From an optimization exercise on the open Yosys and OpenROAD flow, aimed at small area, a short achievable clock period and few clock cycles; shortcuts taken in it are not production practice. No run shown here included a check of the RTL's function; only the layout flow was run. Power figures rest on the tool's default switching activity, not on a simulated workload.

==> design.v <==
module nr_vadd (
    input  wire        clk,
    input  wire        rst,         
    input  wire        in_valid,
    input  wire [31:0] in_a,
    input  wire [31:0] in_b,
    output wire        in_ready,
    output reg         out_valid,
    output reg  [31:0] out_sum,
    input  wire        out_ready
);
    reg         v0, v1, v2, vk;
    reg         rdy;            
    reg         adv;            
    reg  [31:0] skid;
    assign in_ready = rdy;
    reg  [31:0] ra, rb;
    always @(posedge clk) if (adv) begin ra <= in_a; rb <= in_b; end
    wire [7:0]  a_e = ra[30:23];
    wire [7:0]  b_e = rb[30:23];
    wire        a_h = |a_e;
    wire        b_h = |b_e;
    wire        a_emax = &a_e;
    wire        b_emax = &b_e;
    wire        a_fz = ~|ra[22:0];
    wire        b_fz = ~|rb[22:0];
    wire        a_nan = a_emax & ~a_fz;
    wire        b_nan = b_emax & ~b_fz;
    wire        a_inf = a_emax & a_fz;
    wire        b_inf = b_emax & b_fz;
    wire        sub   = ra[31] ^ rb[31];
    wire        s_nan = a_nan | b_nan | (a_inf & b_inf & sub);
    wire        s_inf = a_inf | b_inf;
    wire [7:0]  a_ee = {a_e[7:1], a_e[0] | ~a_h};
    wire [7:0]  b_ee = {b_e[7:1], b_e[0] | ~b_h};
    wire [8:0]  dab  = {1'b0, a_ee} - {1'b0, b_ee};
    wire [7:0]  dba  = b_ee - a_ee;
    wire        bige = dab[8];                  
    wire [7:0]  d    = bige ? dba : dab[7:0];
    wire [4:0]  sh   = (|d[7:5]) ? 5'd31 : d[4:0];
    wire [23:0] a_m  = {a_h, ra[22:0]};
    wire [23:0] b_m  = {b_h, rb[22:0]};
    wire [23:0] x_m  = bige ? b_m : a_m;
    wire [23:0] y_m  = bige ? a_m : b_m;
    wire [7:0]  x_ee = bige ? b_ee : a_ee;
    wire        neg  = sub & (dab[7:0] == 8'd0) & (b_m > a_m);
    wire        x_s  = (bige | neg) ? rb[31] : ra[31];
    wire [26:0] t0 = {y_m, 3'd0};
    wire [26:0] t1 = sh[4] ? {16'd0, t0[26:16]} : t0;
    wire        k1 = sh[4] & (|t0[15:0]);
    wire [26:0] t2 = sh[3] ? {8'd0, t1[26:8]} : t1;
    wire        k2 = sh[3] & (|t1[7:0]);
    wire [26:0] t3 = sh[2] ? {4'd0, t2[26:4]} : t2;
    wire        k3 = sh[2] & (|t2[3:0]);
    wire [26:0] t4 = sh[1] ? {2'd0, t3[26:2]} : t3;
    wire        k4 = sh[1] & (|t3[1:0]);
    wire [26:0] t5 = sh[0] ? {1'd0, t4[26:1]} : t4;
    wire        k5 = sh[0] & t4[0];
    wire [26:0] y_al = {t5[26:1], t5[0] | k1 | k2 | k3 | k4 | k5};
    reg         p_s, p_zs, p_sub, p_neg, p_nan, p_inf;
    reg  [7:0]  p_e;
    reg  [23:0] p_x;
    reg  [26:0] p_y;
    always @(posedge clk) if (adv) begin
        p_s   <= x_s;
        p_zs  <= ra[31] & rb[31];
        p_sub <= sub;
        p_neg <= neg;
        p_nan <= s_nan;
        p_inf <= s_inf;
        p_e   <= x_ee;
        p_x   <= x_m;
        p_y   <= y_al;
    end
    wire [27:0] ad_a = {1'b0, p_x, 3'd0} ^ {28{p_neg}};
    wire [27:0] ad_b = {1'b0, p_y} ^ {28{p_sub & ~p_neg}};
    wire [27:0] ad_p = ad_a ^ ad_b;
    reg  [27:0] cg, cp;
    integer l, j;
    always @(*) begin
        cg = ad_a & ad_b;
        cp = ad_p;
        cg[0] = cg[0] | (cp[0] & p_sub);
        for (l = 1; l < 32; l = l * 2)
            for (j = 2*l - 1; j < 28; j = j + 2*l) begin
                cg[j] = cg[j] | (cp[j] & cg[j-l]);
                cp[j] = cp[j] & cp[j-l];
            end
        for (l = 8; l >= 1; l = l / 2)
            for (j = 3*l - 1; j < 28; j = j + 2*l) begin
                cg[j] = cg[j] | (cp[j] & cg[j-l]);
                cp[j] = cp[j] & cp[j-l];
            end
    end
    wire [27:0] mag = ad_p ^ {cg[26:0], p_sub};
    wire [27:0] lim  = (p_e > 8'd27) ? 28'd0 : (28'h8000000 >> p_e);
    wire [31:0] lzin = {mag | lim, 4'b1111};
    wire [15:0] z1v; wire [15:0] z1c;
    wire [7:0]  z2v; wire [15:0] z2c;
    wire [3:0]  z3v; wire [11:0] z3c;
    wire [1:0]  z4v; wire [7:0]  z4c;
    genvar g;
    generate
        for (g = 0; g < 16; g = g + 1) begin : lz1
            assign z1v[g] = lzin[2*g+1] | lzin[2*g];
            assign z1c[g] = ~lzin[2*g+1];
        end
        for (g = 0; g < 8; g = g + 1) begin : lz2
            assign z2v[g] = z1v[2*g+1] | z1v[2*g];
            assign z2c[2*g+1:2*g] = z1v[2*g+1] ? {1'b0, z1c[2*g+1]} : {1'b1, z1c[2*g]};
        end
        for (g = 0; g < 4; g = g + 1) begin : lz3
            assign z3v[g] = z2v[2*g+1] | z2v[2*g];
            assign z3c[3*g+2:3*g] = z2v[2*g+1] ? {1'b0, z2c[4*g+3:4*g+2]} : {1'b1, z2c[4*g+1:4*g]};
        end
        for (g = 0; g < 2; g = g + 1) begin : lz4
            assign z4v[g] = z3v[2*g+1] | z3v[2*g];
            assign z4c[4*g+3:4*g] = z3v[2*g+1] ? {1'b0, z3c[6*g+5:6*g+3]} : {1'b1, z3c[6*g+2:6*g]};
        end
    endgenerate
    wire [4:0]  lz = z4v[1] ? {1'b0, z4c[7:4]} : {1'b1, z4c[3:0]};
    reg         q_s, q_zs, q_nan, q_inf;
    reg  [7:0]  q_e;
    reg  [27:0] q_m;
    reg  [4:0]  q_lz;
    always @(posedge clk) if (adv) begin
        q_s   <= p_s;
        q_zs  <= p_zs;
        q_nan <= p_nan;
        q_inf <= p_inf;
        q_e   <= p_e;
        q_m   <= mag;
        q_lz  <= lz;
    end
    wire [27:0] sl = q_m << q_lz;
    wire [26:0] nm = {sl[27:2], sl[1] | (sl[0] & ~|q_lz)};
    wire [8:0]  ne = {1'b0, q_e} + 9'd1 - {4'd0, q_lz};
    wire        r_up = nm[2] & (nm[1] | nm[0] | nm[3]);
    wire [30:0] pk   = {(nm[26] ? ne[7:0] : 8'd0), nm[25:3]};
    reg  [30:0] ones;
    integer m, n;
    always @(*) begin
        ones = pk;
        for (m = 1; m < 32; m = m * 2)
            for (n = 30; n >= m; n = n - 1)
                ones[n] = ones[n] & ones[n-m];
    end
    wire [30:0] rnd  = pk ^ ({ones[29:0], 1'b1} & {31{r_up}});
    wire        ovf  = ne[8] | (ne[7:0] == 8'hFF);
    wire        zero = ~|q_m;
    reg  [31:0] res;
    always @(*) begin
        if (q_nan)
            res = 32'h7FC00000;
        else if (q_inf | ovf)
            res = {q_s, 8'hFF, 23'd0};
        else
            res = {zero ? q_zs : q_s, rnd};
    end
    wire        push = adv & v2;
    always @(posedge clk) begin
        if (!vk) skid <= res;
        if (out_ready) out_sum <= vk ? skid : res;
        else if (!out_valid) out_sum <= res;
    end
    always @(posedge clk) begin
        if (rst) begin
            v0 <= 1'b0; v1 <= 1'b0; v2 <= 1'b0; vk <= 1'b0;
            rdy <= 1'b0; adv <= 1'b1; out_valid <= 1'b0;
        end else begin
            if (adv) begin
                v0 <= in_valid & rdy;
                v1 <= v0;
                v2 <= v1;
            end
            if (vk) begin
                if (out_ready) begin vk <= 1'b0; rdy <= 1'b1; adv <= 1'b1; end
            end else if (push & out_valid & ~out_ready) begin
                vk <= 1'b1; rdy <= 1'b0; adv <= 1'b0;
            end else begin
                rdy <= 1'b1;
            end
            out_valid <= vk | push | (out_valid & ~out_ready);
        end
    end
endmodule
==> flow/run.sh <==
#!/bin/bash
set -euo pipefail
export BUFFER_PORTS_ARGS="-buffer_cell sky130_fd_sc_hd__buf_2"
bash standard.sh finish > flow_make.log 2>&1
==> standard.sh <==
#!/bin/bash
# synth_recipe.tcl (not shown) runs the flow's synth.tcl, then flattens the netlist and writes it again
# the make line also repeats each setting of config.mk as NAME=value (left out here)
make -C /OpenROAD-flow-scripts/flow DESIGN_CONFIG=/design/flow/config.mk WORK_HOME=/design/flow/orfs CLKGATE_MAP_FILE= SYNTH_SCRIPT=/design/flow/synth_recipe.tcl "${@:-finish}"
==> config.mk <==
export PLATFORM = sky130hd
export DESIGN_NAME = nr_vadd
export DESIGN_NICKNAME = nr_vadd
export VERILOG_FILES = /design/flow/design.v
export SDC_FILE = /design/flow/constraint.sdc
export NUM_CORES = 4
export LEC_CHECK = 0
export CAP_MARGIN = 20
export CORE_MARGIN = 2
export CORE_UTILIZATION = 40
export PLACE_DENSITY = 0.6
export SLEW_MARGIN = 20
==> constraint.sdc <==
create_clock -name core_clock -period 20.0 [get_ports {clk}]
set_input_delay 4.0000 -clock core_clock [delete_from_list [all_inputs] [get_ports {clk}]]
set_output_delay 4.0000 -clock core_clock [all_outputs]
set_load 0.01 [all_outputs]
==> results of run 1 <==
[layer usage]
| metal | vias up | global-route usage | wire length [um] |
|---|---|---|---|
| li1 | 6218 | - | - |
| met4 | 0 | 0.07653 | 1655 |
| met1 | 6084 | 0.2506 | 17840 |
| met3 | 87 | 0.01987 | 1532 |
| met5 | - | 0 | 0 |
| met2 | 347 | 0.3639 | 21750 |
[Yosys cell counts (7+ instances only)]
cell type | number | area, um2
o21ai_1 | 14 | 70.07
mux2_2 | 14 | 157.7
o211ai_1 | 13 | 97.59
ha_1 | 75 | 938.4
mux2i_1 | 61 | 610.6
and3_1 | 8 | 50.05
fa_1 | 17 | 340.3
a211oi_1 | 11 | 82.58
o22ai_1 | 8 | 50.05
o21bai_1 | 10 | 75.07
edfxtp_1 | 206 | 6186
xnor2_1 | 50 | 437.9
buf_2 | 7 | 35.03
xor2_1 | 52 | 455.4
a31oi_1 | 14 | 87.58
nor4_1 | 22 | 137.6
mux4_2 | 18 | 405.4
nor2_1 | 104 | 390.4
clkbuf_1 | 61 | 229.0
mux4_1 | 13 | 341.6
nor3_1 | 58 | 290.3
nor2b_1 | 16 | 100.1
a21oi_1 | 94 | 470.5
nand2b_1 | 14 | 87.58
buf_1 | 10 | 37.54
nand2_1 | 187 | 701.9
dfxtp_1 | 39 | 780.8
a21o_1 | 19 | 142.6
nand4_1 | 19 | 118.9
o21ai_0 | 146 | 730.7
inv_1 | 74 | 277.8
nand3_1 | 44 | 220.2
o21a_1 | 13 | 97.59
[metrics by stage]
step	hold slack, ns	instances	worst slack, ns	power (mW)	cell area [um2]
final	0.4250	2253	13.52	2.275	18200
after global routing	0.4366	2253	12.77	2.427	18200
after CTS	0.4229	2253	13.41	2.286	18200
after detailed placement	0.4080	2205	13.44	1.798	17330
after global placement	0.4051	2205	13.62	1.784	17330
after floorplan	0.4003	1636	13.86	1.522	16350
[worst max-delay path by stage]
stage                      from       to  slack, ns
after floorplan           p_neg  q_lz[0]      13.86
after CTS                 p_neg  q_lz[0]      13.41
after detailed placement  p_neg  q_lz[0]      13.44
after global placement    p_neg  q_lz[0]      13.62
after global routing      p_neg  q_lz[0]      12.77
final                     p_neg  q_lz[0]      13.52
[worst reg2reg max path, delay by kind of cell, from the launching register on]
kind | cells | cell delay (ns)
buffers and inverters | 2 | 0.54
XOR/XNOR | 1 | 0.17
adder cells (fa/ha/maj) | 2 | 0.85
AND/OR/NAND/NOR | 3 | 1.05
flip-flops | 1 | 0.33
AO/OA/AOI/OAI | 15 | 3.38
[where the power goes]
part	switching (mW)	internal, mW
registers	0.0779	0.695
clock network	0.195	0.286
logic	0.604	0.418
total	0.877	1.40
[cell type report]
type,instances,area [um2],area share
Clock inverter,11,81.33,0.004469
Multi-Input combinational cell,1230,8750,0.4808
Inverter,77,289.0,0.01588
Timing Repair Buffer,121,655.6,0.03603
Tap cell,532,665.6,0.03658
Clock buffer,37,785.8,0.04318
Sequential cell,245,6970,0.3830
[state kept, by name (all words and copies together), names as in the netlist, 5 cells and up]
signal,flops
p_e,8
ra,32
skid,32
p_y,27
q_e,8
out_sum,32
q_m,28
rb,32
p_x,24
q_lz,5
[logic make-up after synthesis]
group / synth area share
simple gates: 0.1494
compound gates: 0.1586
flops: 0.4260
buf+inv: 0.04047
mux: 0.09266
xor+xnor: 0.05463
fa+ha+maj: 0.07819
==> results by group, run 1 <==
Outcome
  • Status: finished clean

Clocking
  • CTS sink cnt: 245
  • CTS tree: yes
  • Clock Tree Buf Depth: 3
  • # hold bufs at CTS: 0
  • Clock root cell: clkbuf_16
  • Post-CTS setup buffer count: 0
  • Worst skew pair latency: 0.55 ns
  • CTS HTree Levels: 1
  • Post-CTS sizing: 0
  • Cts bufs inserted: 26
  • Clock transition at path regs: 0.06 ns

STA
  • Tcrit/Tclk final: 0.3241
  • Final setup viols: 0
  • Max Slew Vio Count: 0
  • Max frequency: 154.3 MHz
  • Minimum clock period: 6.481 ns
  • Final Hold Fails: 0
  • Max-slew headroom: 0.3070
  • Worst-Margin Slew: 1.026 ns
  • Unrepaired setup endpoints after global routing: no
  • Worst Skew: 0.01103 ns
  • Setup TNS: 0 ns

Yosys
  • Unique masters post-synth: 82
  • Yosys warns: 1
  • Mapped Avg Cell Area: 9.996 um2
  • Yosys reg bits: 245
  • Syn Std Cell Area: 16350 um2
  • Sequential element share of the synthesized area: 0.4260
  • Ys async rst share: 0
  • Syn Inst Count: 1636
  • Number of synthesized flops with an enable pin: 206
  • Synthesized net count: 1796
  • Ys flop type: edfxtp_1

GRT
  • Largest net degree at the start of global routing: 74
  • GRT Overall Usage: 0.2025
  • Vias in the first global route: 12450
  • First-pass GRT wire length: 67.85 mm
  • Initial antenna violation count: 0
  • Grt ovf: 0

Pwr
  • PD cells: 125.0 nW/um2
  • Peak VDD IR: 70.26 uV
  • Leakage: 7.177 nW

Cells and area
  • Finished Core Util: 0.4487
  • Commonest non-fill, non-tap cell in the layout: edfxtp_1
  • Most frequent cells in the layout: 206 x edfxtp_1, 187 x nand2_1, 146 x o21ai_0, 102 x nor2_1, 101 x buf_2
  • ANT cells: 0
  • Layout cells sized above 1: 0.1278
  • Area growth, synth to finish: 11.28%
  • Fillers: 3873
  • Final #Nets: 1861

Worst setup path
  • Crit path capture type: register
  • Reg2Reg Setup Slack: 13.52 ns
  • Crit path DAT: 6.86 ns
  • CP Cell Sequence: buf_4 > inv_1 > nand2_1 > xnor2_1 > ha_1 > or4_1 > o22a_1 > a41oi_1 > o21ai_0 > o41ai_1 > o21ai_0 > o41ai_1 > o21bai_1 > fa_1 > a31oi_1 > nor2b_1 > o211ai_1 > a21oi_1 > a2111oi_0 > o21bai_1 > a21oi_1 > a21oi_1 > o31ai_1
  • Critical path data required time: 20.37 ns
  • Reg2reg path depth: 23
  • CP max stage delay: 0.60 ns
  • FF-to-FF End: q_lz[0]
  • CP bufs+invs: 2
  • Slowest cell on the critical path: fa_1
  • Crit-path leading delay family: compound AO/OA/AOI/OAI gates
  • Crit path max fanout: 30
  • CP Depth: 23
  • Crit Path Class: register to register
  • Critical Path Start Type: register
  • CP most frequent cell: a21oi_1
  • R2r startpoint: p_neg

Routing
  • Via count: 12740
  • Vias/cell: 5.653
  • Residual DRC: 0
  • Number of detailed-route iterations in the first pass: 6
  • Final ANT Viol Nets: 0
  • DRT Wirelength: 42.78 mm
  • DRT iter0 DRCs: 701
  • Routed WL per cell: 18.99 um

Worst hold path
  • HP Start: p_zs
  • Hold path cells: 0
  • Tightest Hold Check Type: register to register
  • Hold Path Sink: q_zs

Floorplanning
  • Core area: 40550 um2
  • Die footprint: 42520 um2
  • Die width: 206.2 um
  • Cell row count: 74
  • I/O Pins: 102
  • Initial Util: 0.4032
  • Die height: 206.2 um

Job
  • Max Cap Violations: 0

Placement
  • Gpl congestion: 0.9208
  • Post-DP HPWL: 33.03 mm
  • PortBufs: 101
==> run 2: changes to the inputs <==
==> run.sh (new file) <==
#!/bin/bash
# synth_recipe.tcl (not shown) runs the flow's synth.tcl, then flattens the netlist and writes it again
# the make line also repeats each setting of config.mk as NAME=value (left out here)
make -C /OpenROAD-flow-scripts/flow DESIGN_CONFIG=/design/flow/config.mk WORK_HOME=/design/flow/orfs CLKGATE_MAP_FILE= SYNTH_SCRIPT=/design/flow/synth_recipe.tcl finish
removed: flow/run.sh
removed: standard.sh
==> results by group, run 2 <==
Cells and area
  • Most frequent cells in the layout: 206 x edfxtp_1, 187 x nand2_1, 146 x o21ai_0, 102 x nor2_1, 101 x clkdlybuf4s50_1 (was 206 x edfxtp_1, 187 x nand2_1, 146 x o21ai_0, 102 x nor2_1, 101 x buf_2)
  • ANT cells: 0 (unchanged)
  • Fillers: 3878 (was 3873)
  • Layout cells sized above 1: 0.06732 (was 0.1278)
  • Final #Nets: 1864 (was 1861)
  • Commonest non-fill, non-tap cell in the layout: edfxtp_1 (unchanged)
  • Final Cell Area: 18670 um2 (was 18200 um2)
  • Area growth, synth to finish: 14.15% (was 11.28%)

Routing
  • Vias/cell: 5.597 (was 5.653)
  • Via count: 12620 (was 12740)
  • Final ANT Viol Nets: 0 (unchanged)
  • DRT Wirelength: 43.11 mm (was 42.78 mm)
  • Number of detailed-route iterations in the first pass: 5 (was 6)
  • Residual DRC: 0 (unchanged)
  • DRT iter0 DRCs: 684 (was 701)
  • Routed WL per cell: 19.12 um (was 18.99 um)

GRT
  • Met2 Resource Use GR: 0.3587 (was 0.3639)
  • Largest net degree at the start of global routing: 72 (was 74)
  • Busiest layer in global routing: met2 (unchanged)
  • Met1 usage: 0.2484 (was 0.2506)
  • Grt ovf: 0 (unchanged)
  • GRT Overall Usage: 0.2039 (was 0.2025)
  • Initial antenna violation count: 0 (unchanged)
  • First-pass GRT wire length: 67.64 mm (was 67.85 mm)
  • Vias in the first global route: 12270 (was 12450)
  • GR Util met3: 0.02144 (was 0.01987)

STA
  • Final setup viols: 0 (unchanged)
  • Setup TNS: 0 ns (unchanged)
  • Minimum clock period: 6.493 ns (was 6.481 ns)
  • Tcrit/Tclk final: 0.3246 (was 0.3241)
  • Max frequency: 154.0 MHz (was 154.3 MHz)
  • Final Hold Fails: 0 (unchanged)
  • WHS: 0.4239 ns (was 0.4250 ns)
  • Unrepaired setup endpoints after global routing: no (unchanged)
  • Worst-Margin Slew: 1.053 ns (was 1.026 ns)
  • Max Slew Vio Count: 0 (unchanged)
  • Worst Skew: 0.008810 ns (was 0.01103 ns)
  • Max-slew headroom: 0.2915 (was 0.3070)

Worst setup path
  • FF-to-FF End: q_lz[0] (unchanged)
  • Crit path capture type: register (unchanged)
  • Critical Path Start Type: register (unchanged)
  • Crit Path Class: register to register (unchanged)
  • Critical path data required time: 20.38 ns (was 20.37 ns)
  • Reg2Reg Setup Slack: 13.51 ns (was 13.52 ns)
  • CP max stage delay: 0.60 ns (about the same)
  • Crit path max fanout: 30 (unchanged)
  • Crit path DAT: 6.87 ns (was 6.86 ns)
  • Slowest cell on the critical path: fa_1 (unchanged)
  • R2r startpoint: p_neg (unchanged)
  • Reg2reg path depth: 24 (was 23)
  • CP Cell Sequence: buf_4 > inv_1 > nand2_1 > xnor2_1 > ha_1 > nor2b_1 > o31a_1 > o22a_1 > a41oi_1 > o21ai_0 > o41ai_1 > o21ai_0 > o41ai_1 > o21bai_1 > fa_1 > a31oi_1 > nor2b_1 > o211ai_1 > a21oi_1 > a2111oi_0 > o21bai_1 > a21oi_1 > a21oi_1 > o31ai_1 (was buf_4 > inv_1 > nand2_1 > xnor2_1 > ha_1 > or4_1 > o22a_1 > a41oi_1 > o21ai_0 > o41ai_1 > o21ai_0 > o41ai_1 > o21bai_1 > fa_1 > a31oi_1 > nor2b_1 > o211ai_1 > a21oi_1 > a2111oi_0 > o21bai_1 > a21oi_1 > a21oi_1 > o31ai_1)
  • CP most frequent cell: a21oi_1 (unchanged)

Floorplanning
  • Core area: 40550 um2 (unchanged)
  • Cell row count: 74 (unchanged)
  • Die height: 206.2 um (unchanged)
  • I/O Pins: 102 (unchanged)
  • Initial Util: 0.4032 (unchanged)
  • Die footprint: 42520 um2 (unchanged)
  • Die width: 206.2 um (unchanged)

Clocking
  • Clock Tree Buf Depth: 3 (unchanged)
  • CTS sink cnt: 245 (unchanged)
  • Post-CTS setup buffer count: 0 (unchanged)
  • CTS HTree Levels: 1 (unchanged)
  • CTS tree: yes (unchanged)
  • Clock transition at path regs: 0.07 ns (was 0.06 ns)
  • # hold bufs at CTS: 0 (unchanged)
  • Clock root cell: clkbuf_16 (unchanged)
  • Post-CTS sizing: 0 (unchanged)
  • Cts bufs inserted: 26 (unchanged)
  • Worst skew pair latency: 0.55 ns (about the same)

Pwr
  • Final Power: 2.288 mW (was 2.275 mW)
  • PD cells: 122.6 nW/um2 (was 125.0 nW/um2)
  • Peak VDD IR: 69.88 uV (was 70.26 uV)
  • Leakage: 7.128 nW (was 7.177 nW)

Placement
  • Post-DP HPWL: 33.57 mm (was 33.03 mm)
  • Gpl congestion: 0.9289 (was 0.9208)
  • Placed inst area: 17850 um2 (was 17330 um2)
  • PortBufs: 101 (unchanged)

Worst hold path
  • HP Start: p_zs (unchanged)
  • Tightest Hold Check Type: register to register (unchanged)
  • Hold path cells: 0 (unchanged)
  • Hold Path Sink: q_zs (unchanged)

Yosys
  • Yosys warns: 1 (unchanged)
  • Synth top area share: 0.3783 (unchanged)
  • Number of synthesized flops with an enable pin: 206 (unchanged)
  • Synth top area cells: edfxtp_1 38%, ha_1 5.7%, dfxtp_1 4.8% (unchanged)
  • Syn Std Cell Area: 16350 um2 (unchanged)
  • Ys flop type: edfxtp_1 (unchanged)
  • Ys async rst share: 0 (unchanged)
  • Yosys reg bits: 245 (unchanged)
  • Yosys top cell by area: edfxtp_1 (unchanged)
  • Most frequent cell after synthesis: edfxtp_1 (unchanged)
  • Syn Inst Count: 1636 (unchanged)
  • Post-synth top cells: 206 x edfxtp_1, 187 x nand2_1, 146 x o21ai_0 (unchanged)
  • Unique masters post-synth: 82 (unchanged)
  • Synthesized net count: 1796 (unchanged)
  • Mapped Avg Cell Area: 9.996 um2 (unchanged)
  • Sequential element share of the synthesized area: 0.4260 (unchanged)

Outcome
  • Status: finished clean (unchanged)

Job
  • Max Cap Violations: 0 (unchanged)
run 2: cell counts after synthesis:
No cell type changed its count.
run 2: per-stage QoR:
step	util	std cells	worst slack (ns)
2_1_floorplan	-	1636	13.86
5_1_grt	0.4603	2255	12.86
3_3_place_gp	0.4402	2208	13.63
4_1_cts	0.4603	2255	13.40
3_5_place_dp	0.4402	2208	13.43
6_report	0.4603	2255	13.51
run 2: cells by family (layout without fill, tap and decap cells):
kind of cell,Yosys count,in the layout,share of synthesized area
flip-flops,245,245,0.4260
adder cells (fa/ha/maj),92,92,0.07819
AND/OR/NAND/NOR,512,512,0.1494
XOR/XNOR,102,102,0.05463
buffers and inverters,161,248,0.04047
AO/OA/AOI/OAI,418,418,0.1586
multiplexers,106,106,0.09266
run 2: where the power goes:
| group | switching, mW | internal, mW | leakage [nW] | total, mW |
|---|---|---|---|---|
| sequential | 0.0763 | 0.694 | 2.59 | 0.771 |
| clock | 0.191 | 0.266 | 0.397 | 0.457 |
| combinational | 0.611 | 0.450 | 4.15 | 1.06 |
run 2: worst max-delay path by stage:
stage	cells past startpoint	end	start
global route	23	q_lz[0]	p_neg
floorplan	25	q_lz[0]	p_neg
finish	24	q_lz[0]	p_neg
detailed placement	22	q_lz[0]	p_neg
CTS	24	q_lz[0]	p_neg
global placement	23	q_lz[0]	p_neg
run 2: area by class of cell:
class	instances	area, um2	area share
Multi-Input combinational cell	1230	8743	0.4684
Tap cell	532	665.6	0.03566
Clock inverter	7	40.04	0.002145
Inverter	77	289.0	0.01548
Clock buffer	40	775.7	0.04155
Sequential cell	245	6970	0.3734
Timing Repair Buffer	124	1184	0.06341
run 2: critical path, delay by kind of cell (launching register included):
kind	cells	cell delay, ns
and+or+nand+nor	3	0.66
DFF	1	0.33
adders and majority gates	2	0.88
xor gates and xnor gates	1	0.22
AOI/OAI and AO/OA	16	3.68
buffers and inverters	2	0.54
run 2: metal layers:
metal	routed length, um	up-vias
li1	-	6219
met1	17880	6017
met2	21600	287
met3	1342	98
met4	2281	0
met5	0	-
==> run 3: changes to the inputs <==
--- a/design.v
+++ b/design.v
@@ -14,37 +14,41 @@
     reg         adv;            
     reg  [31:0] skid;
     assign in_ready = rdy;
-    reg  [31:0] ra, rb;
-    always @(posedge clk) if (adv) begin ra <= in_a; rb <= in_b; end
-    wire [7:0]  a_e = ra[30:23];
-    wire [7:0]  b_e = rb[30:23];
-    wire        a_h = |a_e;
-    wire        b_h = |b_e;
-    wire        a_emax = &a_e;
-    wire        b_emax = &b_e;
+    wire        ia_h = |in_a[30:23];
+    wire        ib_h = |in_b[30:23];
+    reg  [32:0] ra, rb;
+    always @(posedge clk) if (adv) begin
+        ra <= {in_a[31], in_a[30:24], in_a[23] | ~ia_h, ia_h, in_a[22:0]};
+        rb <= {in_b[31], in_b[30:24], in_b[23] | ~ib_h, ib_h, in_b[22:0]};
+    end
+    wire [7:0]  a_ee = ra[31:24];
+    wire [7:0]  b_ee = rb[31:24];
+    wire        a_h  = ra[23];
+    wire        b_h  = rb[23];
+    wire        a_emax = &a_ee;
+    wire        b_emax = &b_ee;
     wire        a_fz = ~|ra[22:0];
     wire        b_fz = ~|rb[22:0];
     wire        a_nan = a_emax & ~a_fz;
     wire        b_nan = b_emax & ~b_fz;
     wire        a_inf = a_emax & a_fz;
     wire        b_inf = b_emax & b_fz;
-    wire        sub   = ra[31] ^ rb[31];
+    wire        sub   = ra[32] ^ rb[32];
     wire        s_nan = a_nan | b_nan | (a_inf & b_inf & sub);
     wire        s_inf = a_inf | b_inf;
-    wire [7:0]  a_ee = {a_e[7:1], a_e[0] | ~a_h};
-    wire [7:0]  b_ee = {b_e[7:1], b_e[0] | ~b_h};
     wire [8:0]  dab  = {1'b0, a_ee} - {1'b0, b_ee};
     wire [7:0]  dba  = b_ee - a_ee;
     wire        bige = dab[8];                  
     wire [7:0]  d    = bige ? dba : dab[7:0];
-    wire [4:0]  sh   = (|d[7:5]) ? 5'd31 : d[4:0];
+    wire [4:0]  sh   = d[4:0];
+    wire        big  = |d[7:5];                 
     wire [23:0] a_m  = {a_h, ra[22:0]};
     wire [23:0] b_m  = {b_h, rb[22:0]};
     wire [23:0] x_m  = bige ? b_m : a_m;
     wire [23:0] y_m  = bige ? a_m : b_m;
     wire [7:0]  x_ee = bige ? b_ee : a_ee;
     wire        neg  = sub & (dab[7:0] == 8'd0) & (b_m > a_m);
-    wire        x_s  = (bige | neg) ? rb[31] : ra[31];
+    wire        x_s  = (bige | neg) ? rb[32] : ra[32];
     wire [26:0] t0 = {y_m, 3'd0};
     wire [26:0] t1 = sh[4] ? {16'd0, t0[26:16]} : t0;
     wire        k1 = sh[4] & (|t0[15:0]);
@@ -56,14 +60,14 @@
     wire        k4 = sh[1] & (|t3[1:0]);
     wire [26:0] t5 = sh[0] ? {1'd0, t4[26:1]} : t4;
     wire        k5 = sh[0] & t4[0];
-    wire [26:0] y_al = {t5[26:1], t5[0] | k1 | k2 | k3 | k4 | k5};
+    wire [26:0] y_al = big ? {26'd0, |y_m} : {t5[26:1], t5[0] | k1 | k2 | k3 | k4 | k5};
     reg         p_s, p_zs, p_sub, p_neg, p_nan, p_inf;
     reg  [7:0]  p_e;
     reg  [23:0] p_x;
     reg  [26:0] p_y;
     always @(posedge clk) if (adv) begin
         p_s   <= x_s;
-        p_zs  <= ra[31] & rb[31];
+        p_zs  <= ra[32] & rb[32];
         p_sub <= sub;
         p_neg <= neg;
         p_nan <= s_nan;
@@ -74,25 +78,7 @@
     end
     wire [27:0] ad_a = {1'b0, p_x, 3'd0} ^ {28{p_neg}};
     wire [27:0] ad_b = {1'b0, p_y} ^ {28{p_sub & ~p_neg}};
-    wire [27:0] ad_p = ad_a ^ ad_b;
-    reg  [27:0] cg, cp;
-    integer l, j;
-    always @(*) begin
-        cg = ad_a & ad_b;
-        cp = ad_p;
-        cg[0] = cg[0] | (cp[0] & p_sub);
-        for (l = 1; l < 32; l = l * 2)
-            for (j = 2*l - 1; j < 28; j = j + 2*l) begin
-                cg[j] = cg[j] | (cp[j] & cg[j-l]);
-                cp[j] = cp[j] & cp[j-l];
-            end
-        for (l = 8; l >= 1; l = l / 2)
-            for (j = 3*l - 1; j < 28; j = j + 2*l) begin
-                cg[j] = cg[j] | (cp[j] & cg[j-l]);
-                cp[j] = cp[j] & cp[j-l];
-            end
-    end
-    wire [27:0] mag = ad_p ^ {cg[26:0], p_sub};
+    wire [27:0] mag  = ad_a + ad_b + {27'd0, p_sub};
     wire [27:0] lim  = (p_e > 8'd27) ? 28'd0 : (28'h8000000 >> p_e);
     wire [31:0] lzin = {mag | lim, 4'b1111};
     wire [15:0] z1v; wire [15:0] z1c;
==> results by group, run 3 <==
Yosys
  • Synthesized net count: 1884 (was 1796)
  • Number of synthesized flops with an enable pin: 208 (was 206)
  • Post-synth top cells: 208 x edfxtp_1, 203 x nand2_1, 124 x o21ai_0 (was 206 x edfxtp_1, 187 x nand2_1, 146 x o21ai_0)
  • Syn Std Cell Area: 17050 um2 (was 16350 um2)
  • Most frequent cell after synthesis: edfxtp_1 (unchanged)
  • Ys async rst share: 0 (unchanged)
  • Unique masters post-synth: 86 (was 82)
  • Yosys top cell by area: edfxtp_1 (unchanged)
  • Synth top area cells: edfxtp_1 37%, ha_1 5.7%, dfxtp_1 4.6% (was edfxtp_1 38%, ha_1 5.7%, dfxtp_1 4.8%)
  • Synth top area share: 0.3663 (was 0.3783)
  • Mapped Avg Cell Area: 9.834 um2 (was 9.996 um2)
  • Yosys warns: 1 (unchanged)
  • Ys flop type: edfxtp_1 (unchanged)
  • Yosys reg bits: 247 (was 245)
  • Syn Inst Count: 1734 (was 1636)
  • Sequential element share of the synthesized area: 0.4121 (was 0.4260)

Placement
  • Placed inst area: 18500 um2 (was 17850 um2)
  • Gpl congestion: 0.9325 (was 0.9289)
  • PortBufs: 101 (unchanged)
  • Placed instance count: 2310 (was 2208)
  • Worst slack, placed: 14.28 ns (was 13.43 ns)
  • Post-DP HPWL: 36.39 mm (was 33.57 mm)

Cells and area
  • Area growth, synth to finish: 14.23% (was 14.15%)
  • Largest regs: ra x33, rb x33
  • Final Non-Filler Cells: 2360 (was 2255)
  • Most frequent cells in the layout: 208 x edfxtp_1, 203 x nand2_1, 124 x o21ai_0, 119 x nor2_1, 101 x clkdlybuf4s50_1 (was 206 x edfxtp_1, 187 x nand2_1, 146 x o21ai_0, 102 x nor2_1, 101 x clkdlybuf4s50_1)
  • Layout cells sized above 1: 0.07853 (was 0.06732)
  • Commonest non-fill, non-tap cell in the layout: edfxtp_1 (unchanged)
  • Final Cell Area: 19480 um2 (was 18670 um2)
  • Fillers: 3996 (was 3878)
  • ANT cells: 0 (unchanged)
  • Final #Nets: 1951 (was 1864)

STA
  • Minimum clock period: 5.502 ns (was 6.493 ns)
  • Final setup viols: 0 (unchanged)
  • Unrepaired setup endpoints after global routing: no (unchanged)
  • Worst Skew: 0.02785 ns (was 0.008810 ns)
  • Setup TNS: 0 ns (unchanged)
  • Worst-Margin Slew: 1.093 ns (was 1.053 ns)
  • Max frequency: 181.7 MHz (was 154.0 MHz)
  • Max-slew headroom: 0.2643 (was 0.2915)
  • Max Slew Vio Count: 0 (unchanged)
  • Final Worst Setup Slack: 14.50 ns (was 13.51 ns)
  • Final Hold Fails: 0 (unchanged)
  • Tcrit/Tclk final: 0.2751 (was 0.3246)

Pwr
  • Peak VDD IR: 64.43 uV (was 69.88 uV)
  • Sw Ratio: 0.3842 (was 0.3837)
  • Internal Power: 1.550 mW (was 1.410 mW)
  • Net Switching: 0.9673 mW (was 0.8780 mW)
  • PD cells: 129.2 nW/um2 (was 122.6 nW/um2)
  • Part of the power in registers: 0.314 (was 0.337)
  • Clk pwr share: 0.213 (was 0.200)
  • Leakage: 7.620 nW (was 7.128 nW)
  • Final Power: 2.517 mW (was 2.288 mW)
  • Logic gate share of total power: 0.473 (was 0.463)

GRT
  • Vias in the first global route: 13310 (was 12270)
  • Largest net degree at the start of global routing: 79 (was 72)
  • Initial antenna violation count: 0 (unchanged)
  • First-pass GRT wire length: 74.42 mm (was 67.64 mm)
  • Grt ovf: 0 (unchanged)
  • GRT Overall Usage: 0.2131 (was 0.2039)

Clocking
  • CTS sink cnt: 247 (was 245)
  • Worst skew pair latency: 0.58 ns (was 0.55 ns)
  • Cts bufs inserted: 28 (was 26)
  • Clock Tree Buf Depth: 3 (unchanged)
  • # hold bufs at CTS: 0 (unchanged)
  • Clock root cell: clkbuf_16 (unchanged)
  • CTS HTree Levels: 1 (unchanged)
  • Clock transition at path regs: 0.06 ns (was 0.07 ns)
  • Post-CTS sizing: 0 (unchanged)
  • CTS tree: yes (unchanged)
  • Post-CTS setup buffer count: 0 (unchanged)

Worst setup path
  • Crit path max fanout: 4 (was 30)
  • Crit Path Class: register to output port (was register to register)
  • Crit path DAT: 1.50 ns (was 6.87 ns)
  • FF-to-FF End: p_y[0] (was q_lz[0])
  • CP bufs+invs: 1 (was 2)
  • Crit-path leading delay family: buffers and inverters (was compound AO/OA/AOI/OAI gates)
  • Critical Path Start Type: register (unchanged)
  • CP Cell Sequence: clkdlybuf4s50_1 (was buf_4 > inv_1 > nand2_1 > xnor2_1 > ha_1 > nor2b_1 > o31a_1 > o22a_1 > a41oi_1 > o21ai_0 > o41ai_1 > o21ai_0 > o41ai_1 > o21bai_1 > fa_1 > a31oi_1 > nor2b_1 > o211ai_1 > a21oi_1 > a2111oi_0 > o21bai_1 > a21oi_1 > a21oi_1 > o31ai_1)
  • R2r startpoint: ra[24] (was p_neg)
  • CP max stage delay: 0.55 ns (was 0.60 ns)
  • Reg2Reg Setup Slack: 14.79 ns (was 13.51 ns)
  • Critical path data required time: 16.00 ns (was 20.38 ns)
  • Slowest cell on the critical path: clkdlybuf4s50_1 (was fa_1)
  • Crit path capture type: output port (was register)
  • Reg2reg path depth: 16 (was 24)

Routing
  • DRT iter0 DRCs: 959 (was 684)
  • Residual DRC: 0 (unchanged)
  • Routed WL per cell: 20.00 um (was 19.12 um)
  • Vias/cell: 5.720 (was 5.597)
  • Via count: 13500 (was 12620)
  • DRT Wirelength: 47.20 mm (was 43.11 mm)
  • Number of detailed-route iterations in the first pass: 5 (unchanged)
  • Final ANT Viol Nets: 0 (unchanged)

Job
  • Max Cap Violations: 0 (unchanged)

Worst hold path
  • Hold Path Sink: q_inf (was q_zs)
  • HP Start: p_inf (was p_zs)
  • Tightest Hold Check Type: register to register (unchanged)
  • Hold path cells: 0 (unchanged)

Outcome
  • Status: finished clean (unchanged)

Floorplanning
  • Cell row count: 75 (was 74)
  • Core area: 42040 um2 (was 40550 um2)
  • Die height: 210.5 um (was 206.2 um)
  • Die width: 210.5 um (was 206.2 um)
  • Die footprint: 44300 um2 (was 42520 um2)
  • I/O Pins: 102 (unchanged)
  • Initial Util: 0.4056 (was 0.4032)
[run 3: cell count changes after synthesis, moves of 13 or more]
cell	previous run	this run
clkbuf_1	61	46
fa_1	17	4
inv_1	74	87
nand2_1	187	203
nor2_1	104	120
o21ai_0	146	124
xnor2_1	50	64
[run 3: worst max-delay path by stage]
stage | from | endpoint | cells after the start
floorplan | out_ready | adv | 4
global placement | out_ready | out_sum[29] | 5
detailed placement | out_ready | out_sum[29] | 5
CTS | out_valid | out_valid | 1
global route | ra[24] | p_y[4] | 15
finish | out_valid | out_valid | 1
[run 3: cell type report]
cell class,count,area (um2),area share
Clock buffer,42,834.6,0.04284
Clock inverter,8,147.6,0.007579
Inverter,88,330.3,0.01696
Multi-Input combinational cell,1316,9305,0.4777
Sequential cell,247,7034,0.3611
Tap cell,539,674.4,0.03462
Timing Repair Buffer,120,1154,0.05922
[run 3: metal layers]
metal	global-route usage	routed length [um]
met1	0.2494	19260
met5	0	0
met3	0.02458	1674
met4	0.09179	2217
met2	0.3932	24050
[run 3: power by group through the flow]
stage / clock (mW) / combinational, mW / sequential [mW]
after global placement: 0 / 1.17 / 0.797
after global routing: 0.569 / 1.31 / 0.804
after CTS: 0.549 / 1.19 / 0.791
after detailed placement: 0 / 1.18 / 0.800
final: 0.537 / 1.19 / 0.791
after floorplan: 0 / 0.866 / 0.779
[run 3: logic make-up (layout without fill, tap and decap cells)]
logic type,Yosys count,in the layout,synth area share
AO/OA/AOI/OAI,413,413,0.1540
XOR/XNOR,117,117,0.06053
adder cells (fa/ha/maj),82,82,0.06193
buffers and inverters,171,258,0.04292
flip-flops,247,247,0.4121
multiplexers,127,127,0.1077
AND/OR/NAND/NOR,577,577,0.1608
[run 3: stage by stage]
step | utilization | hold WS (ns)
finish | 0.4634 | 0.4173
global placement | 0.4399 | 0.4026
floorplan | - | 0.4003
detailed placement | 0.4399 | 0.4045
CTS | 0.4633 | 0.4150
global route | 0.4634 | 0.4248
==> run 4: changes to the inputs <==
==> flow/run.sh (new file) <==
#!/bin/bash
set -euo pipefail
export BUFFER_PORTS_ARGS="-buffer_cell sky130_fd_sc_hd__buf_2"
bash standard.sh finish > flow_make.log 2>&1
==> standard.sh (new file) <==
#!/bin/bash
# synth_recipe.tcl (not shown) runs the flow's synth.tcl, then flattens the netlist and writes it again
# the make line also repeats each setting of config.mk as NAME=value (left out here)
make -C /OpenROAD-flow-scripts/flow DESIGN_CONFIG=/design/flow/config.mk WORK_HOME=/design/flow/orfs CLKGATE_MAP_FILE= SYNTH_SCRIPT=/design/flow/synth_recipe.tcl "${@:-finish}"
removed: run.sh
==> results by group, run 4 <==
Worst setup path
  • Crit Path Class: register to register (was register to output port)
  • Crit-path leading delay family: compound AO/OA/AOI/OAI gates (was buffers and inverters)
  • Slowest cell on the critical path: xnor2_1 (was clkdlybuf4s50_1)
  • Crit path DAT: 5.87 ns (was 1.50 ns)
  • Crit path max fanout: 72 (was 4)
  • Critical path data required time: 20.34 ns (was 16.00 ns)
  • Critical Path Start Type: register (unchanged)
  • Crit path capture type: register (was output port)
  • CP Cell Sequence: inv_1 > ha_1 > and3_1 > a221oi_2 > o21a_2 > buf_4 > o21ai_1 > xnor2_1 > nand2_1 > or3_1 > a2111oi_0 (was clkdlybuf4s50_1)
  • CP bufs+invs: 2 (was 1)
  • CP max stage delay: 0.81 ns (was 0.55 ns)

Clocking
  • Clock Tree Buf Depth: 3 (unchanged)
  • # hold bufs at CTS: 0 (unchanged)
  • CTS sink cnt: 247 (unchanged)
  • Post-CTS setup buffer count: 0 (unchanged)
  • Clock root cell: clkbuf_16 (unchanged)
  • CTS HTree Levels: 1 (unchanged)
  • Clock transition at path regs: 0.05 ns (was 0.06 ns)
  • Worst skew pair latency: 0.58 ns (about the same)
  • Post-CTS sizing: 0 (unchanged)
  • Cts bufs inserted: 28 (unchanged)
  • CTS tree: yes (unchanged)

STA
  • Final Hold Fails: 0 (unchanged)
  • Unrepaired setup endpoints after global routing: no (unchanged)
  • Setup TNS: 0 ns (unchanged)
  • Final setup viols: 0 (unchanged)
  • Worst Skew: 0.02480 ns (was 0.02785 ns)
  • Worst-Margin Slew: 1.041 ns (was 1.093 ns)
  • Tcrit/Tclk final: 0.2763 (was 0.2751)
  • Max Slew Vio Count: 0 (unchanged)
  • Max-slew headroom: 0.2997 (was 0.2643)
  • Max frequency: 181.0 MHz (was 181.7 MHz)
  • Final Worst Setup Slack: 14.47 ns (was 14.50 ns)
  • Minimum clock period: 5.526 ns (was 5.502 ns)

Job
  • Max Cap Violations: 0 (unchanged)

GRT
  • Initial antenna violation count: 0 (unchanged)
  • Grt ovf: 0 (unchanged)
  • Largest net degree at the start of global routing: 73 (was 79)
  • First-pass GRT wire length: 72.88 mm (was 74.42 mm)
  • Vias in the first global route: 13040 (was 13310)
  • GRT Overall Usage: 0.2094 (was 0.2131)

Cells and area
  • Commonest non-fill, non-tap cell in the layout: edfxtp_1 (unchanged)
  • Largest regs: ra x33, rb x33 (unchanged)
  • Final #Nets: 1949 (was 1951)
  • Layout cells sized above 1: 0.1301 (was 0.07853)
  • Multi-input gate area: 9305 um2 (unchanged)
  • ANT cells: 0 (unchanged)
  • Most frequent cells in the layout: 208 x edfxtp_1, 203 x nand2_1, 124 x o21ai_0, 119 x nor2_1, 101 x buf_2 (was 208 x edfxtp_1, 203 x nand2_1, 124 x o21ai_0, 119 x nor2_1, 101 x clkdlybuf4s50_1)
  • Area growth, synth to finish: 10.49% (was 14.23%)
  • Register area: 7034 um2 (unchanged)
  • Fillers: 4059 (was 3996)

Floorplanning
  • Initial Util: 0.4056 (unchanged)
  • Die width: 210.5 um (unchanged)
  • Die height: 210.5 um (unchanged)
  • Core area: 42040 um2 (unchanged)
  • Cell row count: 75 (unchanged)
  • Die footprint: 44300 um2 (unchanged)
  • I/O Pins: 102 (unchanged)

Pwr
  • Leakage: 7.573 nW (was 7.620 nW)
  • Sw Ratio: 0.3937 (was 0.3842)
  • Part of the power in registers: 0.326 (was 0.314)
  • Peak VDD IR: 64.26 uV (was 64.43 uV)
  • Clk pwr share: 0.198 (was 0.213)
  • Net Switching: 0.9512 mW (was 0.9673 mW)
  • Logic gate share of total power: 0.476 (was 0.473)
  • PD cells: 128.2 nW/um2 (was 129.2 nW/um2)
  • Internal Power: 1.465 mW (was 1.550 mW)

Outcome
  • Status: finished clean (unchanged)

Yosys
  • Number of synthesized flops with an enable pin: 208 (unchanged)
  • Post-synth top cells: 208 x edfxtp_1, 203 x nand2_1, 124 x o21ai_0 (unchanged)
  • Unique masters post-synth: 86 (unchanged)
  • Yosys reg bits: 247 (unchanged)
  • Synthesized net count: 1884 (unchanged)
  • Yosys top cell by area: edfxtp_1 (unchanged)
  • Syn Std Cell Area: 17050 um2 (unchanged)
  • Sequential element share of the synthesized area: 0.4121 (unchanged)
  • Ys async rst share: 0 (unchanged)
  • Yosys warns: 1 (unchanged)
  • Mapped Avg Cell Area: 9.834 um2 (unchanged)
  • Synth top area share: 0.3663 (unchanged)
  • Ys flop type: edfxtp_1 (unchanged)
  • Most frequent cell after synthesis: edfxtp_1 (unchanged)
  • Synth top area cells: edfxtp_1 37%, ha_1 5.7%, dfxtp_1 4.6% (unchanged)
  • Syn Inst Count: 1734 (unchanged)

Routing
  • Routed WL per cell: 19.74 um (was 20.00 um)
  • DRT iter0 DRCs: 967 (was 959)
  • Final ANT Viol Nets: 0 (unchanged)
  • DRT Wirelength: 46.58 mm (was 47.20 mm)
  • Via count: 13560 (was 13500)
  • Number of detailed-route iterations in the first pass: 5 (unchanged)
  • Vias/cell: 5.745 (was 5.720)
  • Residual DRC: 0 (unchanged)

Placement
  • PortBufs: 101 (unchanged)
  • Post-DP HPWL: 36.22 mm (was 36.39 mm)
  • Gpl congestion: 1.022 (was 0.9325)
  • Worst slack, placed: 14.56 ns (was 14.28 ns)

Worst hold path
  • Tightest Hold Check Type: register to register (unchanged)
run 4: kinds of logic after synthesis:
kind of cell               count (synthesis)  share of synthesized area
muxes                                    127                     0.1077
AOI/OAI and AO/OA                        413                     0.1540
xor gates and xnor gates                 117                    0.06053
DFF                                      247                     0.4121
and+or+nand+nor                          577                     0.1608
buffers and inverters                    171                    0.04292
adders and majority gates                 82                    0.06193
run 4: worst reg2reg max path, cell delays in order (launching register included):
cell and delay [ns]:
edfxtp_1 0.38, inv_1 0.07, ha_1 0.60, and3_1 0.38, a221oi_2 0.40, o21a_2 0.50, buf_4 0.66, o21ai_1 0.25
xnor2_1 0.81, nand2_1 0.41, or3_1 0.46, a2111oi_0 0.38
run 4: routing by layer:
| metal | track usage | vias up | wire (um) |
|---|---|---|---|
| li1 | - | 6582 | - |
| met1 | 0.2411 | 6478 | 18620 |
| met2 | 0.3822 | 381 | 23560 |
| met3 | 0.02354 | 117 | 1721 |
| met4 | 0.1102 | 0 | 2679 |
| met5 | 0 | - | 0 |
run 4: stage by stage:
| step | util | hold slack [ns] | cells | power [mW] | instance area, um2 |
|---|---|---|---|---|---|
| 6_report | 0.4482 | 0.4184 | 2360 | 2.416 | 18840 |
| 5_1_grt | 0.4482 | 0.4251 | 2360 | 2.577 | 18840 |
| 4_1_cts | 0.4481 | 0.4193 | 2360 | 2.429 | 18840 |
| 3_5_place_dp | 0.4276 | 0.4054 | 2308 | 1.944 | 17970 |
| 3_3_place_gp | 0.4276 | 0.4022 | 2308 | 1.928 | 17970 |
| 2_1_floorplan | - | 0.4003 | 1734 | 1.644 | 17050 |
run 4: cell type report:
type,instances,share of cell area
clock inverters,11,0.003320
flip-flops and latches,247,0.3734
inverters,88,0.01753
well taps,539,0.03579
repair buffers,118,0.03360
clock buffers,41,0.04250
multi-input cells,1316,0.4939
run 4: power by group through the flow:
stage / clock network, mW / logic [mW] / registers, mW
detailed placement: 0 / 1.15 / 0.798
CTS: 0.491 / 1.15 / 0.788
global placement: 0 / 1.13 / 0.794
floorplan: 0 / 0.866 / 0.779
finish: 0.477 / 1.15 / 0.788
global route: 0.510 / 1.26 / 0.803
run 4: final timing paths:
kind / start / end / slack, ns / cells past startpoint
max: ra[28] / p_y[25] / 14.47 / 11
min: p_nan / q_nan / 0.42 / 0
max reg2reg: ra[28] / p_y[25] / 14.47 / 11
min reg2reg: p_nan / q_nan / 0.42 / 0
==> run 5: changes to the inputs <==
--- a/config.mk
+++ b/config.mk
@@ -5,8 +5,8 @@
 export SDC_FILE = /design/flow/constraint.sdc
 export NUM_CORES = 4
 export LEC_CHECK = 0
-export CAP_MARGIN = 20
+export CAP_MARGIN = 60
 export CORE_MARGIN = 2
 export CORE_UTILIZATION = 40
 export PLACE_DENSITY = 0.6
-export SLEW_MARGIN = 20
+export SLEW_MARGIN = 60
==> results by group, run 5 <==
Worst setup path
  • Critical Path Start Type: register (unchanged)
  • Critical path data required time: 20.33 ns (was 20.34 ns)
  • Crit path DAT: 5.56 ns (was 5.87 ns)
  • Slowest cell on the critical path: o41ai_1 (was xnor2_1)
  • Crit Path Class: register to register (unchanged)
  • Crit path max fanout: 30 (was 72)
  • CP Cell Sequence: buf_4 > inv_1 > nand2_1 > buf_4 > xnor2_1 > ha_1 > a21oi_1 > o221ai_1 > a41oi_2 > o21ai_1 > a211oi_1 > o21ai_0 > xnor2_1 > nand4bb_1 > nand2b_1 > o41ai_1 (was inv_1 > ha_1 > and3_1 > a221oi_2 > o21a_2 > buf_4 > o21ai_1 > xnor2_1 > nand2_1 > or3_1 > a2111oi_0)
  • CP max stage delay: 0.44 ns (was 0.81 ns)
  • Crit path capture type: register (unchanged)

Clocking
  • CTS tree: yes (unchanged)
  • Cts bufs inserted: 28 (unchanged)
  • Clock Tree Buf Depth: 3 (unchanged)
  • # hold bufs at CTS: 0 (unchanged)
  • Clock transition at path regs: 0.06 ns (was 0.05 ns)
  • Clock root cell: clkbuf_16 (unchanged)
  • Post-CTS sizing: 0 (unchanged)
  • Worst skew pair latency: 0.58 ns (about the same)
  • CTS sink cnt: 247 (unchanged)
  • Post-CTS setup buffer count: 0 (unchanged)
  • CTS HTree Levels: 1 (unchanged)

Routing
  • Final ANT Viol Nets: 0 (unchanged)
  • Number of detailed-route iterations in the first pass: 6 (was 5)
  • Vias/cell: 5.765 (was 5.745)
  • DRT iter0 DRCs: 944 (was 967)
  • Residual DRC: 0 (unchanged)
  • DRT Wirelength: 47.04 mm (was 46.58 mm)
  • Routed WL per cell: 19.88 um (was 19.74 um)
  • Via count: 13640 (was 13560)

Yosys
  • Most frequent cell after synthesis: edfxtp_1 (unchanged)
  • Synthesized net count: 1884 (unchanged)
  • Mapped Avg Cell Area: 9.834 um2 (unchanged)
  • Number of synthesized flops with an enable pin: 208 (unchanged)
  • Yosys reg bits: 247 (unchanged)
  • Sequential element share of the synthesized area: 0.4121 (unchanged)
  • Ys flop type: edfxtp_1 (unchanged)
  • Syn Inst Count: 1734 (unchanged)
  • Yosys warns: 1 (unchanged)
  • Synth top area share: 0.3663 (unchanged)
  • Yosys top cell by area: edfxtp_1 (unchanged)
  • Post-synth top cells: 208 x edfxtp_1, 203 x nand2_1, 124 x o21ai_0 (unchanged)
  • Unique masters post-synth: 86 (unchanged)
  • Syn Std Cell Area: 17050 um2 (unchanged)
  • Ys async rst share: 0 (unchanged)
  • Synth top area cells: edfxtp_1 37%, ha_1 5.7%, dfxtp_1 4.6% (unchanged)

GRT
  • Grt ovf: 0 (unchanged)
  • Initial antenna violation count: 0 (unchanged)
  • Vias in the first global route: 13330 (was 13040)
  • GR Util met3: 0.02414 (was 0.02354)
  • Met1 usage: 0.2433 (was 0.2411)
  • Largest net degree at the start of global routing: 73 (unchanged)
  • Busiest layer in global routing: met2 (unchanged)
  • GRT Overall Usage: 0.2114 (was 0.2094)
  • First-pass GRT wire length: 73.84 mm (was 72.88 mm)
  • Met2 Resource Use GR: 0.3866 (was 0.3822)

Pwr
  • Leakage: 7.665 nW (was 7.573 nW)
  • Final Power: 2.448 mW (was 2.416 mW)
  • Peak VDD IR: 66.22 uV (was 64.26 uV)
  • PD cells: 128.5 nW/um2 (was 128.2 nW/um2)

Cells and area
  • Final #Nets: 1955 (was 1949)
  • Commonest non-fill, non-tap cell in the layout: edfxtp_1 (unchanged)
  • Area growth, synth to finish: 11.76% (was 10.49%)
  • Largest regs: ra x33, rb x33 (unchanged)
  • ANT cells: 0 (unchanged)
  • Most frequent cells in the layout: 208 x edfxtp_1, 203 x nand2_1, 122 x o21ai_0, 118 x nor2_1, 102 x buf_2 (was 208 x edfxtp_1, 203 x nand2_1, 124 x o21ai_0, 119 x nor2_1, 101 x buf_2)
  • Final Non-Filler Cells: 2366 (was 2360)
  • Layout cells sized above 1: 0.1429 (was 0.1301)
  • Finished Core Util: 0.4533 (was 0.4482)

STA
  • Minimum clock period: 5.229 ns (was 5.526 ns)
  • Unrepaired setup endpoints after global routing: no (unchanged)
  • Max-slew headroom: 0.5653 (was 0.2997)
  • Worst Skew: 0.03313 ns (was 0.02480 ns)
  • Worst-Margin Slew: 0.6473 ns (was 1.041 ns)
  • Tcrit/Tclk final: 0.2614 (was 0.2763)
  • Final Hold Fails: 0 (unchanged)
  • Max Slew Vio Count: 0 (unchanged)
  • Setup TNS: 0 ns (unchanged)
  • Final setup viols: 0 (unchanged)
  • Max frequency: 191.3 MHz (was 181.0 MHz)

Floorplanning
  • Die footprint: 44300 um2 (unchanged)
  • I/O Pins: 102 (unchanged)
  • Core area: 42040 um2 (unchanged)
  • Die width: 210.5 um (unchanged)
  • Initial Util: 0.4056 (unchanged)
  • Cell row count: 75 (unchanged)
  • Die height: 210.5 um (unchanged)

Worst hold path
  • Tightest Hold Check Type: register to register (unchanged)

Placement
  • Placed instance count: 2313 (was 2308)
  • Post-DP HPWL: 36.43 mm (was 36.22 mm)
  • Gpl congestion: 1.022 (unchanged)
  • PortBufs: 101 (unchanged)

Outcome
  • Status: finished clean (unchanged)

Job
  • Max Cap Violations: 0 (unchanged)
-- run 5: path summary, 6_finish.rpt --
kind	cells after the start	start	endpoint	slack [ns]
setup reg to reg	16	p_neg	q_lz[1]	14.77
setup / recovery	16	p_neg	q_lz[1]	14.77
hold / removal	0	p_nan	q_nan	0.42
hold reg to reg	0	p_nan	q_nan	0.42
-- run 5: worst max-delay path, delay by kind of cell, from the launching register on --
family	cells	cell delay, ns
AOI/OAI and AO/OA	7	2.19
buffers and inverters	3	0.91
and+or+nand+nor	3	0.73
adders and majority gates	1	0.42
xor gates and xnor gates	2	0.41
DFF	1	0.32
-- run 5: cell families after synthesis --
family | synth area share
simple gates | 0.1608
compound gates | 0.1540
flops | 0.4121
buf+inv | 0.04292
mux | 0.1077
xor+xnor | 0.06053
fa+ha+maj | 0.06193
-- run 5: stage by stage --
step | area, um2 | hold slack (ns) | worst slack (ns)
floorplan | 17050 | 0.4003 | 14.72
global placement | 17970 | 0.4022 | 14.67
detailed placement | 18120 | 0.4054 | 14.67
CTS | 19020 | 0.4195 | 14.82
global route | 19060 | 0.4256 | 14.58
finish | 19060 | 0.4195 | 14.77
-- run 5: layer usage --
| layer | vias to the layer above | routed length [um] |
|---|---|---|
| met5 | - | 0 |
| met4 | 0 | 2767 |
| met3 | 127 | 1930 |
| met2 | 409 | 23750 |
| met1 | 6507 | 18590 |
| li1 | 6596 | - |
-- run 5: where the power goes --
group / total (mW) / internal, mW / switching (mW) / leakage [nW]
clock network: 0.502 / 0.293 / 0.209 / 0.442
logic: 1.16 / 0.489 / 0.669 / 4.62
registers: 0.788 / 0.704 / 0.0847 / 2.61
total: 2.45 / 1.49 / 0.962 / 7.66
-- run 5: cell type report --
cell class                 instances  area (um2)
clock buffer                      38       800.8
multi-input combinational       1316        9382
timing repair buffer             124       728.2
sequential                       247        7034
clock inverter                    14       106.4
tap                              539       674.4
inverter                          88       332.8
fill                            4036       22980
==> run 6: changes to the inputs <==
--- a/config.mk
+++ b/config.mk
@@ -5,8 +5,8 @@
 export SDC_FILE = /design/flow/constraint.sdc
 export NUM_CORES = 4
 export LEC_CHECK = 0
-export CAP_MARGIN = 60
+export CAP_MARGIN = 90
 export CORE_MARGIN = 2
 export CORE_UTILIZATION = 40
 export PLACE_DENSITY = 0.6
-export SLEW_MARGIN = 60
+export SLEW_MARGIN = 90
==> results by group, run 6 <==
Outcome
  • Status: aborted with a tool error (was finished clean)
  • Failing step: global routing
  • Log Error: [ERROR DPL-0038] Utilization greater than 100%, impossible to legalize

Clocking
  • CTS sink cnt: 247 (unchanged)
  • Post-CTS setup buffer count: 0 (unchanged)
  • CTS HTree Levels: 1 (unchanged)
  • Cts bufs inserted: 29 (was 28)
  • Clock Tree Buf Depth: 3 (unchanged)
  • # hold bufs at CTS: 0 (unchanged)
  • Clock root cell: clkbuf_16 (unchanged)
  • Post-CTS sizing: 0 (unchanged)

Yosys
  • Unique masters post-synth: 86 (unchanged)
  • Most frequent cell after synthesis: edfxtp_1 (unchanged)
  • Post-Synth XOR/XNOR Area: 0.06053 (unchanged)
  • Synthesized net count: 1884 (unchanged)
  • Yosys reg bits: 247 (unchanged)
  • Ys async rst share: 0 (unchanged)
  • Largest family of logic cells by synthesized area: simple AND/OR/NAND/NOR gates (unchanged)
  • Post-Synth Simple-Gate Area: 0.1608 (unchanged)
  • Mapped Avg Cell Area: 9.834 um2 (unchanged)
  • Mux cell area share after synthesis: 0.1077 (unchanged)
  • Ys flop type: edfxtp_1 (unchanged)
  • Sequential element share of the synthesized area: 0.4121 (unchanged)
  • Yosys top cell by area: edfxtp_1 (unchanged)
  • Syn Inst Count: 1734 (unchanged)
  • Synth Area in Adders: 0.06193 (unchanged)
  • Post-synth top cells: 208 x edfxtp_1, 203 x nand2_1, 124 x o21ai_0 (unchanged)
  • Synth top area share: 0.3663 (unchanged)
  • Synth top area cells: edfxtp_1 37%, ha_1 5.7%, dfxtp_1 4.6% (unchanged)
  • Yosys warns: 1 (unchanged)
  • Syn Std Cell Area: 17050 um2 (unchanged)
  • Number of synthesized flops with an enable pin: 208 (unchanged)
  • Compound-cell area share of the yosys netlist: 0.1540 (unchanged)

Placement
  • Post-DP HPWL: 71.56 mm (was 36.43 mm)
  • PortBufs: 101 (unchanged)
  • Worst slack, placed: 8.216 ns (was 14.67 ns)
  • Gpl congestion: 1.022 (unchanged)
  • Placed inst area: 33150 um2 (was 18120 um2)

Floorplanning
  • Cell row count: 75 (unchanged)
  • I/O Pins: 102 (unchanged)
  • Die width: 210.5 um (unchanged)
  • Die height: 210.5 um (unchanged)
  • Initial Util: 0.4056 (unchanged)

GRT
  • Largest net degree at the start of global routing: 17
run 6: cell counts after synthesis:
No cell type changed its count.
run 6: kinds of logic after synthesis:
group	count (synthesis)
AOI/OAI and AO/OA	413
xor gates and xnor gates	117
adders and majority gates	82
buffers and inverters	171
DFF	247
muxes	127
and+or+nand+nor	577
run 6: how the worst max path moves through the flow:
stage / startpoint / endpoint / slack (ns)
after CTS: q_lz[3] / skid[0] / 8.12
after floorplan: out_ready / adv / 14.72
after global placement: ra[24] / p_y[25] / 14.67
after detailed placement: q_lz[3] / skid[0] / 8.22
run 6: power by group through the flow:
| stage | clock, mW | sequential [mW] | combinational [mW] |
|---|---|---|---|
| after global placement | 0 | 0.794 | 1.13 |
| after floorplan | 0 | 0.779 | 0.866 |
| after detailed placement | 0 | 0.793 | 2.96 |
| after CTS | 0.541 | 0.789 | 3.06 |
run 6: per-stage QoR:
stage / power [mW] / instances
floorplan: 1.644 / 1734
global placement: 1.928 / 2308
detailed placement: 3.754 / 3454
CTS: 4.389 / 3508

[re-timing with driven ports]
Ports are ideal in the flow. The routed layouts listed here were re-timed in OpenROAD. Step 1: set_driving_cell puts a clkbuf_16 on clk and a buf_2 on each other input, an assumption about the parent block. Step 2 also shifts input and output timing later by t, the mid clock arrival at the registers, as if the neighbouring blocks saw the same clock. a / b / c = ideal / step 1 / step 2; a / b = the first two.
run	t, ns	setup slack, ns	latest minus earliest clock arrival (ns)	worst slew at a driven data input, ns
run 1	0.593	13.519 / 13.519 / 13.519	0.013 / 0.013	0.04
run 2	0.589	13.507 / 13.507 / 13.507	0.009 / 0.008	0.06
run 3	0.617	14.498 / 14.442 / 14.261	0.028 / 0.029	0.05
run 4	0.620	14.474 / 14.474 / 14.474	0.028 / 0.028	0.04
run 5	0.617	14.771 / 14.771 / 14.626	0.034 / 0.034	0.04
After both steps every run listed still meets setup and hold. For run 3, which loses most, drivers alone change the setup slack by -0.056 ns; drivers and shift together by -0.237 ns.
